This design comes from an exercise in tuning for small area on the open sky130 flow, not from production work. In this exercise RTL edits were held to simulation tests only and were not proved equivalent to the original. Power and IR drop assume default switching activity.

Setup of run 1:
Design onepin_link, start of the top module:
module onepin_link (
    input  wire        clk,
    input  wire        rst,         
    input  wire        h_bank,
    input  wire [3:0]  h_addr,      
    input  wire        h_we,
    input  wire [31:0] h_wdata,
    output wire [31:0] h_rdata,
    input  wire        ext_low,
    output wire        line_o,
    output wire        p_irq,
    output wire        s_irq
);
Size in the first run: roughly 2600 cells after synthesis, roughly 560 flip-flops, roughly 76 I/O pins, ~0.025 mm² of cells after synthesis.
export LEC_CHECK = 0
export CAP_MARGIN = 20
export CORE_MARGIN = 2
export CORE_UTILIZATION = 50
export PLACE_DENSITY = 0.8
export SLEW_MARGIN = 20
create_clock -name core_clock -period 12.0 [get_ports {clk}]
standard.sh (not shown) runs the stock make flow with config.mk's settings and CLKGATE_MAP_FILE= SYNTH_SCRIPT=/design/flow/synth_recipe.tcl, a recipe that flattens the netlist after the stock synthesis.
==> flow/flow/run.sh <==
#!/bin/bash
# Own layout flow: the standard flow (standard.sh, all steps) with these changes:
#  - synthesis: the standard flow's script (synth.tcl here), except that ABC maps the logic with
#    the area script area.abc and adders are left to ABC (no adder cells);
#  - port buffers are buf_1;
#  - clock tree: clkbuf_8 buffers, sink clusters of up to 16, and no dummy loads.
# Each tool's full output stays in orfs/logs; make's output goes to flow_make.log.
set -euo pipefail
W=$(pwd)
F=$W/flow
CTS="-sink_clustering_enable -repair_clock_nets -buf_list {sky130_fd_sc_hd__clkbuf_8} -sink_clustering_size 16 -sink_clustering_max_diameter 40 -dont_use_dummy_load"
bash "$W/standard.sh" \
  "SYNTH_SCRIPT=$F/synth.tcl" "FLOW_ABC_SCRIPT=$F/area.abc" "ADDER_MAP_FILE=" \
  "BUFFER_PORTS_ARGS=-buffer_cell sky130_fd_sc_hd__buf_1" \
  "CTS_ARGS=$CTS" \
  finish > "$W/flow_make.log" 2>&1
==> flow/flow/area.abc <==
strash
dc2
dc2
dch -f
if -K 4 -a
mfs2 -a
strash
dch -f
amap
topo
dnsize
==> flow/flow/synth.tcl <==
# The standard flow's synthesis script (synth_recipe.tcl) with one change: ABC maps the logic
# with the area-oriented script area.abc beside this file instead of ORFS's
# speed script. Registers are mapped before ABC runs, so they are the same.
proc synth {args} { yosys synth -nofsm -noshare {*}$args }
proc abc {args} {
  set i [lsearch -exact $args -script]
  if {$i >= 0} {
    set args [lreplace $args $i [expr {$i + 1}] -script $::env(FLOW_ABC_SCRIPT)]
  }
  yosys abc {*}$args
}
source $::env(SCRIPTS_DIR)/synth.tcl
# left out here: clear keep_hierarchy, flatten, clean up, hide names made inside functions, write 1_2_yosys.v
In summary, run 1 completed successfully, with a layout that passed the timing, design-rule and antenna checks.
The following lists how run 2 was set up differently from run 1:
==> flow/flow/area.abc <==
strash
dc2
dc2
&get -n
&deepsyn -I 2 -J 50
&put
dch -f
if -K 4 -a
mfs2 -a
strash
dch -f
amap
topo
dnsize
==> run notes <==
- The tap cell count in run 2 sits 8 below the value recorded for run 1.
- From run 2 to run 1, residual DRC count did not move at all.
- Run 1 has a higher summed area of non-filler cells in the final layout than run 2.
- Internal power of the cells shrinks by a few percent when moving from run 1 to run 2.
- The clock network power on run 1 is in line with that on run 2.
- Comparing run 1 and run 2, complex-gate fraction of the synthesized area is lower on run 2.
- Relative to run 1, run 2 improves clock skew.
## Diff of input files: run 3 against run 2
==> flow/flow/run.sh <==
#!/bin/bash
# Own layout flow: the standard flow (standard.sh, all steps) with these changes:
#  - synthesis: the standard flow's script (synth.tcl here), except that ABC maps the logic with
#    the area script area.abc and adders are left to ABC (no adder cells);
#  - port buffers are buf_1;
#  - clock tree: clkbuf_8 buffers, sink clusters of up to 14 within 80 um, and no
#    dummy loads.
# Each tool's full output stays in orfs/logs; make's output goes to flow_make.log.
set -euo pipefail
W=$(pwd)
F=$W/flow
CTS="-sink_clustering_enable -repair_clock_nets -buf_list {sky130_fd_sc_hd__clkbuf_8} -sink_clustering_size 14 -sink_clustering_max_diameter 80 -dont_use_dummy_load"
bash "$W/standard.sh" \
  "SYNTH_SCRIPT=$F/synth.tcl" "FLOW_ABC_SCRIPT=$F/area.abc" "ADDER_MAP_FILE=" \
  "BUFFER_PORTS_ARGS=-buffer_cell sky130_fd_sc_hd__buf_1" \
  "CTS_ARGS=$CTS" \
  finish > "$W/flow_make.log" 2>&1
==> flow/flow/area.abc <==
strash
dc2
dc2
&get -n
&deepsyn -I 2 -J 50
&put
dch -f
if -K 4 -a
mfs2 -a
strash
&get -n
&deepsyn -I 1 -J 30
&put
dch -f
amap
topo
dnsize
Run 3 vs. run 2: weighted congestion reported at the end of routability-driven placement went up by about 3%. Result: PASS for each of run 3 and run 2. Taking run 2 as the reference, in run 3 fraction of power consumed by combinational cells grew by 0.7 points; global-route usage dropped 1.3 points; met3 routing resource usage after global routing has decreased. ~same worst hold slack in run 3 and run 2. Against run 2, run 3 comes in 579 lower on via count of the first global-routing pass. Route | run 3 vs run 2 | wire shorter in run 3.
Changes in run 4 relative to run 3:
==> flow/flow/area.abc <==
strash
dc2
dc2
&get -n
&deepsyn -I 2 -J 50
&put
dch -f
if -K 4 -a
mfs2 -a
strash
dch -f
amap
topo
dnsize
## What came out
Both conditions hold for run 3: the flow ran to the end and the final layout passed the timing, design-rule and antenna checks.
Run 4: no failed stages, no open violations at the end
In the flow results for run 4 and run 3, the clock network power consumption is smaller on run 3.
Setup slack: run 4 less than run 3
Per the comparison of run 4 with run 3, sequential share of layout area moved down; final HPWL from detailed placement moved up; total non-filler cell area in the finished layout moved up.
Routed wire length is higher on run 4
Die size: run 4 exceeds run 3
Power across run 4 and run 3: no real change.
[diff] leakage power, run 4 relative to run 3: regression

## re-timing with driven ports
How much do the figures lean on ideal ports? The routed layouts below were timed once more, with nothing changed but the port constraints.
Step 1, drivers: a clkbuf_16 drives clk and a buf_2 each remaining input, both assumed.
Step 2 also shifts input and output timing later by t, the mid clock arrival at the registers, as if the neighbouring blocks saw the same clock.
Three values: ideal, step 1, step 2; two values: the first two.
run	shift t [ns]	slack for setup (ns)	worst data-port slew with drivers (ns)	cell pins on the clock port's net
run 1	0.727	1.627 / 1.627 / 1.627	0.04	1
run 2	0.717	1.875 / 1.875 / 1.875	0.04	1
run 3	0.713	3.860 / 3.860 / 3.860	0.06	1
run 4	0.711	1.810 / 1.810 / 1.810	0.04	1
After both steps every run listed still meets setup and hold.
